Source: an optimization exercise on an open RTL-to-GDS flow (aim: small area, a short achievable clock period and few clock cycles per item). Production flows keep margins and buffers that such runs may drop. RTL that was checked went through simulation tests only; none was proved equivalent to the original.

==> flow/design.v (excerpt) <==
module echo_engine (
    input  wire        clk,
    input  wire        rst,         
    input  wire        cfg_we,
    input  wire [4:0]  cfg_addr,
    input  wire [31:0] cfg_wdata,
    output reg         cfg_err,     
    input  wire        in_valid,
    output wire        in_ready,
    input  wire [1:0]  in_op,       
    input  wire [15:0] in_data,
    output wire        out_valid,
    input  wire        out_ready,
    output wire [15:0] out_data
);
==> flow/config.mk <==
export PLATFORM = sky130hd
export DESIGN_NAME = echo_engine
export DESIGN_NICKNAME = echo_engine
export VERILOG_FILES = /design/flow/design.v
export SDC_FILE = /design/flow/constraint.sdc
export NUM_CORES = 4
export LEC_CHECK = 0
export CAP_MARGIN = 20
export CORE_MARGIN = 2
export CORE_UTILIZATION = 40
export CTS_CLUSTER_DIAMETER = 70
export CTS_CLUSTER_SIZE = 24
export PLACE_DENSITY = 0.6
export SLEW_MARGIN = 20
==> flow/constraint.sdc <==
create_clock -name core_clock -period 10.5 [get_ports {clk}]
set_input_delay 2.1000 -clock core_clock [delete_from_list [all_inputs] [get_ports {clk}]]
set_output_delay 2.1000 -clock core_clock [all_outputs]
set_load 0.01 [all_outputs]
standard.sh (not shown) runs the stock make flow with config.mk's settings and CLKGATE_MAP_FILE= SYNTH_SCRIPT=/design/flow/synth_recipe.tcl, a recipe that flattens the netlist after the stock synthesis.
==> flow/flow/run.sh <==
#!/bin/bash
# Standard ORFS layout through the standard.sh (the standard synthesis script, so
# the same registers), with these changes to how the layout is made:
#  - clock tree synthesis without dummy loads;
#  - buf_4 cells as the port buffers;
#  - no full or half adder cells from synthesis (abc maps the adders as plain gates).
set -euo pipefail
MARGIN=$(cat flow/margin.txt)
bash standard.sh SETUP_SLACK_MARGIN=$MARGIN \
  "CTS_ARGS=-sink_clustering_enable -repair_clock_nets -sink_clustering_size 24 -sink_clustering_max_diameter 70 -dont_use_dummy_load" \
  "BUFFER_PORTS_ARGS=-buffer_cell sky130_fd_sc_hd__buf_4" \
  ADDER_MAP_FILE= \
  finish > flow_make.log 2>&1
==> flow/flow/margin.txt <==
6.6
The starting point finished clean.
==> next run, changes <==
==> flow/flow/run.sh (replaced) <==
#!/bin/bash
set -euo pipefail
MARGIN=$(cat flow/margin.txt)
bash standard.sh SETUP_SLACK_MARGIN=$MARGIN \
  "CTS_ARGS=-sink_clustering_enable -repair_clock_nets -sink_clustering_size 24 -sink_clustering_max_diameter 70 -dont_use_dummy_load" \
  "BUFFER_PORTS_ARGS=-buffer_cell sky130_fd_sc_hd__buf_4" \
  finish > flow_make.log 2>&1
The changed run went through all stages and came out clean.
Global-route usage came out lower by 1.4 points.
Routed wire length falls by 11%.
Worst hold slack loses 32 ps.
Register-to-register slack degrades by 210 ps.
Area after synthesis goes down by 0.95%.
Count of clock-buffer cells in the layout decreases by 4.
Worst setup slack gets worse by 210 ps.
Non-clock buffer count increases by 6.
Flip-flop and latch count is unchanged.
Function was not checked in any run of this note: the RTL went through the layout flow alone.

echo_engine, a different RTL version from the one above (not shown whole).
Size in the first run: about 5500 cells after synthesis, about 1500 flip-flops, ~61000 µm² of cells after synthesis.
## echo_engine
module echo_engine (
    input  wire        clk,
    input  wire        rst,         
    input  wire        cfg_we,
    input  wire [4:0]  cfg_addr,
    input  wire [31:0] cfg_wdata,
    output reg         cfg_err,     
    input  wire        in_valid,
    output wire        in_ready,
    input  wire [1:0]  in_op,       
    input  wire [15:0] in_data,
    output wire        out_valid,
    input  wire        out_ready,
    output wire [15:0] out_data
);
export LEC_CHECK = 0
export ABC_AREA = 1
export CAP_MARGIN = 20
export CORE_MARGIN = 2
export CORE_UTILIZATION = 40
export CTS_CLUSTER_DIAMETER = 70
export CTS_CLUSTER_SIZE = 24
export PLACE_DENSITY = 0.6
export SLEW_MARGIN = 20
create_clock -name core_clock -period 10.5 [get_ports {clk}]
==> flow/flow/run.sh <==
#!/bin/bash
# Standard ORFS layout through the standard.sh (the standard synthesis script, so
# the same registers), with these changes to how the layout is made:
#  - clock tree synthesis without dummy loads;
#  - buf_4 cells as the port buffers;
#  - no full or half adder cells from synthesis (abc maps the adders as plain gates).
set -euo pipefail
MARGIN=$(cat flow/margin.txt)
bash standard.sh SETUP_SLACK_MARGIN=$MARGIN \
  "CTS_ARGS=-sink_clustering_enable -repair_clock_nets -sink_clustering_size 20 -sink_clustering_max_diameter 70 -dont_use_dummy_load" \
  "BUFFER_PORTS_ARGS=-buffer_cell sky130_fd_sc_hd__buf_4" \
  ADDER_MAP_FILE= \
  finish > flow_make.log 2>&1
==> flow/flow/margin.txt <==
6.9
Testbench counts at the start, summed over its fixed seeds: cycles 32,976, items 32,000.
Then changed:
--- a/flow/flow/run.sh
+++ b/flow/flow/run.sh
@@ -9,3 +9,3 @@
 bash standard.sh SETUP_SLACK_MARGIN=$MARGIN \
-  "CTS_ARGS=-sink_clustering_enable -repair_clock_nets -sink_clustering_size 20 -sink_clustering_max_diameter 70 -dont_use_dummy_load" \
+  "CTS_ARGS=-sink_clustering_enable -repair_clock_nets -sink_clustering_size 30 -sink_clustering_max_diameter 70 -dont_use_dummy_load" \
   "BUFFER_PORTS_ARGS=-buffer_cell sky130_fd_sc_hd__buf_4" \
ABC_AREA = unset   (was 1)
What happened: The new run finished clean. Routed wire length goes down by 14%. Synthesized cell count shrinks by 33%.
Then changed:
==> flow/flow/run.sh (replaced) <==
#!/bin/bash
set -euo pipefail
MARGIN=$(cat flow/margin.txt)
bash standard.sh SETUP_SLACK_MARGIN=$MARGIN finish > flow_make.log 2>&1
==> flow/flow/margin.txt (replaced) <==
6.6
Outcome:
- The new run went through all stages and came out clean
- critical path depth drops by 1
- wire length drops by 8.2%
- worst setup slack gets worse by 0.51 ns
- clock skew drops by 0.090 ns
- maximum frequency drops by 12%
- non-clock buffer count drops by 34
- final cell count drops by 6.1%
Then changed:
==> flow/flow/run.sh (replaced) <==
#!/bin/bash
# Standard ORFS layout through the standard.sh (the standard synthesis script, so
# the same registers), with these changes to how the layout is made:
#  - clock tree synthesis without dummy loads;
#  - buf_4 cells as the port buffers;
#  - no full or half adder cells from synthesis (abc maps the adders as plain gates).
set -euo pipefail
MARGIN=$(cat flow/margin.txt)
bash standard.sh SETUP_SLACK_MARGIN=$MARGIN \
  "CTS_ARGS=-sink_clustering_enable -repair_clock_nets -sink_clustering_size 24 -sink_clustering_max_diameter 70 -dont_use_dummy_load" \
  "BUFFER_PORTS_ARGS=-buffer_cell sky130_fd_sc_hd__buf_4" \
  ADDER_MAP_FILE= \
  finish > flow_make.log 2>&1
==> flow/flow/margin.txt (replaced) <==
6.75
=> Via count rises by 9.8%; worst setup slack improves by 0.33 ns; final cell count rises by 5.8%.
Then changed:
==> flow/flow/run.sh (replaced) <==
#!/bin/bash
set -euo pipefail
MARGIN=$(cat flow/margin.txt)
bash standard.sh SETUP_SLACK_MARGIN=$MARGIN \
  "CTS_ARGS=-sink_clustering_enable -repair_clock_nets -sink_clustering_size 24 -sink_clustering_max_diameter 70 -dont_use_dummy_load" \
  "BUFFER_PORTS_ARGS=-buffer_cell sky130_fd_sc_hd__buf_4" \
  finish > flow_make.log 2>&1
==> flow/flow/margin.txt (replaced) <==
6.6
Outcome: Cell count shrinks by a little under a tenth; sequential cell count does not change; sequential share of layout area came out higher by 1.0 points; die area drops by a few percent; cell area drops slightly.
Then changed:
--- a/flow/flow/run.sh
+++ b/flow/flow/run.sh
@@ -6,2 +6,3 @@
   "BUFFER_PORTS_ARGS=-buffer_cell sky130_fd_sc_hd__buf_4" \
+  ADDER_MAP_FILE= \
   finish > flow_make.log 2>&1
==> flow/flow/margin.txt (replaced) <==
6.9
Effect:
- clock-buffer cell count is unchanged
- clock skew is higher by 0.028 ns
- sequential share of layout area is lower by 2.1 points
- synthesized cell count is higher by 14%
- hold slack degrades by 0.044 ns
- flip-flop and latch count does not change
- final cell count is higher by 8.7%
- wire length is higher by 11%
- final area is higher by 3.3%

-- static timing again, ports no longer ideal --
Ports are ideal in the flow. The routed layouts listed here were re-timed in OpenROAD. Step 1: set_driving_cell puts a clkbuf_16 on clk and a buf_2 on each other input, an assumption about the parent block. Step 2 times the ports against the registers' clock, not the clock port: input delays grow and output delays shrink by t, the midpoint of the rising clock arrivals with the driver on. Three values: ideal ports, drivers, drivers and shift; two values: the first two.
run | shift t [ns] | setup slack, ns | worst slew at a driven data input, ns
the first run of note 1 | 0.748 | 6.636 / 6.636 / 5.998 | 0.19
the second run of note 1 | 0.737 | 6.425 / 6.425 / 5.975 | 0.10
the first run of note 2 | 0.786 | 6.902 / 6.916 / 6.148 | 0.20
the second run of note 2 | 0.754 | 6.919 / 6.889 / 6.283 | 0.14
the third run of note 2 | 0.775 | 6.408 / 6.408 / 5.833 | 0.13
the fourth run of note 2 | 0.758 | 6.741 / 6.741 / 6.271 | 0.11
the fifth run of note 2 | 0.755 | 6.466 / 6.466 / 5.985 | 0.09
the sixth run of note 2 | 0.756 | 6.929 / 6.885 / 6.249 | 0.12
After both steps every run listed still meets setup and hold. The setup slack of the first run of note 2, which loses most, moves by +0.014 ns with the drivers and by -0.754 ns with both steps.
